From an optimization exercise on the open Yosys and OpenROAD flow, aimed at small area, a short achievable clock period and few clock cycles per item; shortcuts taken in it are not production practice.
Where RTL was checked, it was by simulation tests only, not by an equivalence proof against the original.
Power and IR drop assume default switching activity.

==> 04-21: inputs <==
## frame_decoder
module frame_decoder (
    input  wire        clk,
    input  wire        rst,           
    input  wire        cmd_valid,
    output reg         cmd_ready,
    input  wire [2:0]  cmd_op,
    input  wire [63:0] cmd_arg,
    output reg         rsp_valid,
    output wire [7:0]  rsp_status,
    output wire [7:0]  rsp_cause,
    output wire [63:0] rsp_result,
    input  wire        in_valid,
    output reg         in_ready,
    input  wire [7:0]  in_data,
    output wire        out_valid,
    input  wire        out_ready,
    output wire [7:0]  out_data
);
export LEC_CHECK = 0
export CAP_MARGIN = 40
export CORE_MARGIN = 2
export CORE_UTILIZATION = 40
export SLEW_MARGIN = 40
create_clock -name core_clock -period 12.0 [get_ports {clk}]
standard.sh (not shown) runs the stock make flow with config.mk's settings and CLKGATE_MAP_FILE= SYNTH_SCRIPT=/design/flow/synth_recipe.tcl, a recipe that flattens the netlist after the stock synthesis.
==> flow/flow/run.sh <==
#!/bin/bash
# The standard layout, with timing repair aiming at a setup slack of 7.0 ns
# (a shorter achieved period) instead of 0. Each step's log is kept in
# orfs/logs by ORFS; the make output goes to the logs below.
set -euo pipefail
bash standard.sh synth > synth_make.log 2>&1
bash standard.sh SETUP_SLACK_MARGIN=7.0 finish > layout_make.log 2>&1
==> 01-27: changes against 04-21 <==
--- a/flow/design.v
+++ b/flow/design.v
@@ -60,22 +60,25 @@
     reg [63:0] seg_rem;           
     reg [63:0] seg_crc;           
     reg [63:0] msg_crc;
     reg [63:0] boundary;
     reg        has_b;             
     reg [15:0] b_seg_num;
     reg [63:0] b_msg_crc;
+    reg [3:0]  pend_k;            
+    reg        save;              
     reg [3:0]  hcnt;              
     reg        lastb;             
     reg        rem1;              
     reg        last_s;            
+    reg        last_n;            
     reg        perr;              
     reg        len_nz;            
     reg [7:0]  pb;                
-    reg        pbw;               
+    reg [1:0]  pbw;               
     reg        ovf;               
     reg [7:0]  e0;                
     reg        ez;                
     reg [7:0]  ob0, ob1;
     reg        ov0, ov1;
     reg        go;                
     reg [2:0]  op_r;
@@ -84,32 +87,30 @@
     reg [2:0]  st_r;
     reg [6:0]  ca_r;
     assign out_valid  = ov0;
     assign out_data   = ob0;
     assign rsp_status = {5'd0, st_r};
     assign rsp_cause  = {1'b0, ca_r};
     assign rsp_result = offset;
-    wire take   = in_valid & in_ready;
+    wire take     = in_valid & in_ready;
     wire cmd_fire = cmd_valid & cmd_ready;
-    wire footer = r_sftr | r_mftr;
-    wire tl     = take & lastb;               
-    wire tc     = take & r_cont;              
-    reg [3:0] k;
-    always @(*) begin
-        case (1'b1)
-            swap:    k = 4'd0;
-            r_hdr:   k = 4'd13;
-            r_shdr:  k = 4'd10;
-            r_cont:  k = 4'd1;
-            default: k = 4'd8;
-        endcase
-    end
-    wire [63:0] off_k = offset + {60'd0, k};
+    wire footer   = r_sftr | r_mftr;
+    wire tl       = take & lastb;             
+    wire tc       = take & r_cont;            
+    wire init_now = cmd_fire & (cmd_op == OP_INIT);
+    wire slow_cmd = (cmd_op == OP_GET_LCS) | (cmd_op == OP_RESET);
+    wire go_init  = go & (op_r == OP_INIT);
+    wire go_ok    = go & valid & !fault;
+    wire go_reset = go_ok & (op_r == OP_RESET);
+    wire go_fin   = go_ok & (op_r == OP_FINALIZE) & (r_fread | r_done);
+    wire go_lcs   = go & valid & (op_r == OP_GET_LCS);
+    wire swap_bk  = swapped & rsp_valid;
+    wire swap     = go_lcs | swap_bk;
+    wire [63:0] off_k = offset + {60'd0, pend_k};
     wire [15:0] snp1   = seg_num + 16'd1;
-    wire        last_n = (snp1 == seg_count);
     wire        x_hi0  = (xlen[63:5] == 59'd0);
     wire        x_lt13 = x_hi0 & (xlen[4:0] < 5'd13);
     wire        x_lt23 = x_hi0 & (xlen[4:0] < 5'd23);
     wire e_lt8  = ez & (e0 < 8'd8);
     wire e_lt10 = ez & (e0 < 8'd10);
     wire e_lt16 = ez & (e0 < 8'd16);
     wire e_lt18 = ez & (e0 < 8'd18);
@@ -138,38 +139,31 @@
             if (hcnt == 4'd0)      berr = (in_data != snp1[7:0]);
             else if (hcnt == 4'd1) berr = (in_data != snp1[15:8]);
         end else begin
             bcode = r_sftr ? C_SEGMENT_CRC : C_MESSAGE_CRC;
             berr  = (in_data != pb);
         end
     end
-    wire       ovf_nx = ovf ? (in_data >= pb) : (in_data > pb);
-    wire [7:0] pbo    = pb - {7'd0, ovf};
+    wire       ovf_nx  = ovf ? (in_data >= pb) : (in_data > pb);
+    wire [7:0] pbo     = pb - {7'd0, ovf};
     wire       e_byte0 = (in_data == pbo);
-    wire [7:0] e_byte = pbo - in_data;
-    wire       nz_nx  = len_nz | (in_data != 8'd0);
-    wire       zero_c = (seg_count[7:0] == 8'd0) & (in_data == 8'd0);
-    wire       ez_z   = ez & (pbo == 8'd0);
+    wire [7:0] e_byte  = pbo - in_data;
+    wire       nz_nx   = len_nz | (in_data != 8'd0);
+    wire       zero_c  = (seg_count[7:0] == 8'd0) & (in_data == 8'd0);
+    wire       ez_z    = ez & (pbo == 8'd0);
     wire       ez_lt8  = ez_z & (e0 < 8'd8);
     wire       ez_lt10 = ez_z & (e0 < 8'd10);
     wire       ez_eq0  = ez_z & (e0 == 8'd0);
-    wire [2:0] pb_sel = r_hdr ? hcnt[2:0] : (hcnt[2:0] - 3'd1);
-    wire [7:0] x_byte = xlen[8 * pb_sel +: 8];
-    wire [7:0] o_byte = off_k[8 * pb_sel +: 8] & {8{~r_hdr}};
-    wire       pbw_in = r_shdr & (hcnt != 4'd1) & pbw;
-    wire [8:0] pb_sub = {1'b0, x_byte} - {1'b0, o_byte} - {8'd0, pbw_in};
-    wire init_now = cmd_fire & (cmd_op == OP_INIT);
-    wire slow_cmd = (cmd_op == OP_GET_LCS) | (cmd_op == OP_RESET);
-    wire go_init  = go & (op_r == OP_INIT);
-    wire go_ok    = go & valid & !fault;
-    wire go_reset = go_ok & (op_r == OP_RESET);
-    wire go_fin   = go_ok & (op_r == OP_FINALIZE) & (r_fread | r_done);
-    wire go_lcs   = go & valid & (op_r == OP_GET_LCS);
-    wire swap_bk  = swapped & rsp_valid;
-    wire swap     = go_lcs | swap_bk;
+    wire [2:0] pb_sel  = r_hdr ? hcnt[2:0] : (hcnt[2:0] - 3'd1);
+    wire [7:0] x_byte  = xlen[8 * pb_sel +: 8];
+    wire [7:0] o_byte  = offset[8 * pb_sel +: 8] & {8{~r_hdr}};
+    wire       pb_first = r_shdr & (hcnt == 4'd1);
+    wire [1:0] pbw_in  = (r_shdr & !pb_first) ? pbw : 2'd0;
+    wire [9:0] pb_sub  = {2'd0, x_byte} - {2'd0, o_byte} - (pb_first ? 10'd10 : {8'd0, pbw_in});
+    wire [1:0] pbw_nx  = pb_sub[9] ? (pb_sub[8] ? 2'd1 : 2'd2) : 2'd0;
     reg        n_fault;
     reg [5:0]  n_fcause;
     reg        n_hdr, n_shdr, n_cont, n_sftr, n_mftr, n_fread, n_done;
     reg        n_valid;
     always @(*) begin
         n_valid  = valid;
         n_fault  = fault;
@@ -204,29 +198,29 @@
                     n_shdr = 1'b1;
                     if (e_lt10) begin n_fault = 1'b1; n_fcause = C_PAST_END; end
                 end
             end
         end else if (tl) begin
             if (r_hdr) begin
                 n_hdr = 1'b0; n_shdr = 1'b1;
-                if (perr | berr) begin
-                    n_fault = 1'b1; n_fcause = perr ? fcause : bcode;
+                if (perr) begin
+                    n_fault = 1'b1;
                 end else if (zero_c) begin
                     n_fault = 1'b1; n_fcause = C_ZERO_SEGMENTS;
                 end else if (x_lt23) begin
                     n_fault = 1'b1; n_fcause = C_PAST_END;
                 end
             end else if (r_shdr) begin
                 n_shdr = 1'b0;
                 if (nz_nx)       n_cont  = 1'b1;
                 else if (crc_on) n_sftr  = 1'b1;
                 else if (last_n) n_fread = 1'b1;
                 else             n_shdr  = 1'b1;
                 if (perr) begin
-                    n_fault = 1'b1; n_fcause = fcause;
+                    n_fault = 1'b1;
                 end else if (ovf_nx) begin
                     n_fault = 1'b1; n_fcause = C_CONTENT_OVERRUN;
                 end else if (!nz_nx) begin
                     if (crc_on) begin
                         if (ez_lt8) begin n_fault = 1'b1; n_fcause = C_PAST_END; end
                     end else if (last_n) begin
                         if (!ez_eq0) begin n_fault = 1'b1; n_fcause = C_FINAL_OFFSET; end
@@ -252,22 +246,19 @@
                 end
             end
         end else if (take & berr & !perr) begin
             n_fcause = bcode;        
         end
     end
     wire n_takes = n_hdr | n_shdr | n_cont | n_sftr | n_mftr;
-    wire step_ok = r_hdr  ? !(perr | berr | zero_c | x_lt13) :
+    wire step_ok = r_hdr  ? !(perr | zero_c | x_lt13) :
                    r_shdr ? !(perr | ovf_nx) :
                             !(perr | berr);
-    wire off_en = tc | (tl & step_ok);
-    wire bnd_en = (tc & rem1 & !crc_on) |
-                  (tl & step_ok & (r_sftr | (r_shdr & !nz_nx & !crc_on)));
-    wire bsv_en = (tc & rem1 & !crc_on) |
-                  (tl & (r_sftr | (r_shdr & !nz_nx & !crc_on)));
+    wire n_save  = (tc & rem1 & !crc_on) |
+                   (tl & step_ok & (r_sftr | (r_shdr & !nz_nx & !crc_on)));
     wire push  = tc;
     wire pop   = ov0 & out_ready;
     wire n_ov0 = ov1 | push | (ov0 & !pop);
     wire n_ov1 = ov1 ? !pop : (push & ov0 & !pop);
     always @(posedge clk) begin
         if (rst) begin
             valid     <= 1'b0;
@@ -276,25 +267,30 @@
             ov0       <= 1'b0;
             ov1       <= 1'b0;
             cmd_ready <= 1'b1;
             go        <= 1'b0;
             pending   <= 1'b0;
             swapped   <= 1'b0;
             rsp_valid <= 1'b0;
+            pend_k    <= 4'd0;
+            save      <= 1'b0;
         end else begin
             valid     <= n_valid;
             fault     <= n_fault;
             in_ready  <= n_valid & !n_fault & n_takes & !(n_ov0 & n_ov1);
             ov0       <= n_ov0;
             ov1       <= n_ov1;
             cmd_ready <= !cmd_fire;
             go        <= cmd_fire;
             pending   <= (cmd_fire & slow_cmd) | ((cmd_fire | pending) & n_ov0);
             rsp_valid <= ((cmd_fire & !slow_cmd) | pending) & !n_ov0;
             swapped   <= go_lcs | (swapped & !rsp_valid);
+            pend_k    <= tc ? 4'd1 : !(tl & step_ok) ? 4'd0 :
+                         r_hdr ? 4'd13 : r_shdr ? 4'd10 : 4'd8;
+            save      <= n_save;
         end
     end
     always @(posedge clk) begin
         fcause <= n_fcause;
         {r_hdr, r_shdr, r_cont, r_sftr, r_mftr, r_fread, r_done} <=
             {n_hdr, n_shdr, n_cont, n_sftr, n_mftr, n_fread, n_done};
         if (!ov0 | pop) ob0 <= ov1 ? ob1 : in_data;
@@ -312,26 +308,30 @@
             end else if (cmd_op == OP_GET_LCS || cmd_op == OP_GET_OFF) begin
             end else if (fault) begin
                 st_r <= 3'd7; ca_r <= {1'b0, fcause};
             end else if (cmd_op == OP_FINALIZE && !(r_fread | r_done)) begin
                 st_r <= 3'd3; ca_r <= 7'h30;
             end
         end
-        if (init_now | go_reset | swap | off_en)
-            offset <= init_now ? 64'd0 : (go_reset | swap) ? boundary : off_k;
-        if (go_init | swap | bnd_en)
+        offset <= init_now ? 64'd0 : (go_reset | swap) ? boundary : off_k;
+        if (go_init | swap | save)
             boundary <= go_init ? 64'd0 : off_k;
-        if (go_init | bsv_en)
+        if (go_init | save)
             has_b <= !go_init;
-        if (bsv_en) begin
-            b_seg_num <= r_shdr ? snp1 : seg_num;
+        if (save) begin
+            b_seg_num <= seg_num;
             b_msg_crc <= msg_crc;
         end
         if (go_reset | (take & (r_hdr | (r_shdr & lastb))))
             seg_num <= go_reset ? b_seg_num : r_hdr ? 16'd0 : snp1;
+        last_n <= (snp1 == seg_count);
+        if (go_reset)
+            last_s <= (b_seg_num == seg_count);
+        else if (take & r_shdr & lastb)
+            last_s <= last_n;
         if (take & r_hdr & (hcnt == 4'd9))  crc_on <= in_data[0];
         if (take & r_hdr & (hcnt == 4'd11)) seg_count[7:0] <= in_data;
         if (take & r_hdr & (hcnt == 4'd12)) seg_count[15:8] <= in_data;
         if (go_init | go_reset) begin
             hcnt  <= 4'd0;
             lastb <= 1'b0;
             perr  <= 1'b0;
@@ -349,29 +349,25 @@
         end
         if (take) begin
             seg_rem <= r_cont ? seg_rem - 64'd1 : {in_data, seg_rem[63:8]};
             rem1    <= r_cont ? (seg_rem == 64'd2) :
                        ((in_data == 8'd0) & (seg_rem[63:16] == 48'd0) & (seg_rem[15:8] == 8'd1));
             len_nz  <= (r_shdr & (hcnt >= 4'd2)) & nz_nx;
             ovf     <= (r_shdr & (hcnt >= 4'd2)) & ovf_nx;
-            pbw     <= pb_sub[8];
+            pbw     <= pbw_nx;
         end
         if (go_reset)
             pb <= ~b_msg_crc[7:0];
         else if (take) begin
-            if (r_hdr | (r_shdr & !lastb)) pb <= pb_sub[7:0];
-            else if (r_shdr)               pb <= 8'h00;
+            if (r_hdr | (r_shdr & !lastb))       pb <= pb_sub[7:0];
+            else if (r_shdr)                     pb <= 8'h00;
             else if (r_cont | (r_sftr & !lastb)) pb <= ~seg_crc_nx[7:0];
-            else if (r_sftr)               pb <= ~msg_crc[7:0];
-            else                           pb <= ~msg_crc_nx[7:0];
+            else if (r_sftr)                     pb <= ~msg_crc[7:0];
+            else                                 pb <= ~msg_crc_nx[7:0];
         end
-        if (go_reset)
-            last_s <= (b_seg_num == seg_count);
-        else if (take & r_shdr & lastb)
-            last_s <= last_n;
         if (take & r_shdr & (hcnt == 4'd2)) e0 <= e_byte;
         if (take & r_shdr & (hcnt >= 4'd2))
             ez <= (ez | (hcnt == 4'd2)) & ((hcnt == 4'd2) | e_byte0);
         if (take & (r_shdr | r_cont | r_sftr))
             seg_crc <= r_shdr ? {64{1'b1}} : seg_crc_nx;
         if (go_reset | (take & (r_hdr | r_cont | r_mftr)))
             msg_crc <= go_reset ? b_msg_crc : r_hdr ? {64{1'b1}} : msg_crc_nx;
==> flow/flow/run.sh (replaced) <==
#!/bin/bash
# The standard layout, with timing repair aiming at a setup slack of 6.0 ns
# (a shorter achieved period) instead of 0. Each step's log is kept in
# orfs/logs by ORFS; the make output goes to the logs below.
set -euo pipefail
bash standard.sh synth > synth_make.log 2>&1
bash standard.sh SETUP_SLACK_MARGIN=6.0 finish > layout_make.log 2>&1
==> qor summary <==
metric	01-27	04-21
Areal power density over the cells	161 nW/um^2	139 nW/um^2
Final design area excluding fillers	35900 sq um	38400 sq um
Worst-case setup slack after placement	5.44 ns	5.10 ns
Register bit total from synthesis	585	578
M3 GR Usage	2.98%	3.04%
Tap cells	1030	1040
Number of filler cells placed in the layout	6962	6834
Run status	finished clean	finished clean
Maximum ir drop on the vdd rail	0.000102 V	0.0000851 V
Die outline height	281 um	284 um
Start point of the worst hold path	msg_crc[15]$_DFFE_PP_	msg_crc[54]$_DFFE_PP_
Termination of the worst setup path	fcause[1]$_DFFE_PP_	pbw$_DFFE_PP_
Worst-case register-to-register setup slack	6.39 ns	6.86 ns
Power of the clock network	2.07 mW	1.98 mW
Least-Margin Pin Slew	0.778 ns	0.783 ns
Area of placed instances	33600 sq um	34300 sq um
Synth top area share	48.1%	53.0%
Fraction of layout cells with a size suffix above 1	8.59%	15.3%
Vias per cell	5.37	5.55
FF/Latch Area	16600 sq um	17100 sq um
Internal power	4.12 mW	3.86 mW
Share of total power in combinational logic	23.1%	20.3%
Seq/total area	46.4%	44.6%
Worst reg2reg endpoint	pb[7]$_DFFE_PP_	pbw$_DFFE_PP_
Layout clock buffer count	86	93
Testbench counts of 01-27, summed over its fixed seeds: cycles 55,012, items 54,500.
Only the layout flow was run in 04-21; the RTL was not checked for function there.

-- afterwards: timing with drivers on the ports --
Ports are ideal in the flow. The routed layouts listed here were re-timed in OpenROAD.
Step 1 sets driving cells, clkbuf_16 on the clock port and buf_2 on the other inputs (assumed; they add their load-dependent delay and slew).
Step 2 also shifts input and output timing later by t, the mid clock arrival at the registers, as if the neighbouring blocks saw the same clock.
Slacks: ideal ports / drivers / drivers and shift; pairs: ideal ports / drivers.
| run | t (ns) | slack for setup (ns) | cell pins on the clock port's net |
|---|---|---|---|
| 04-21 | 0.664 | 6.857 / 6.857 / 6.370 | 1 |
| 01-27 | 0.665 | 6.225 / 6.265 / 5.601 | 1 |
After both steps every run listed still meets setup and hold. For 01-27, which loses most, drivers alone change the setup slack by +0.040 ns; drivers and shift together by -0.624 ns.
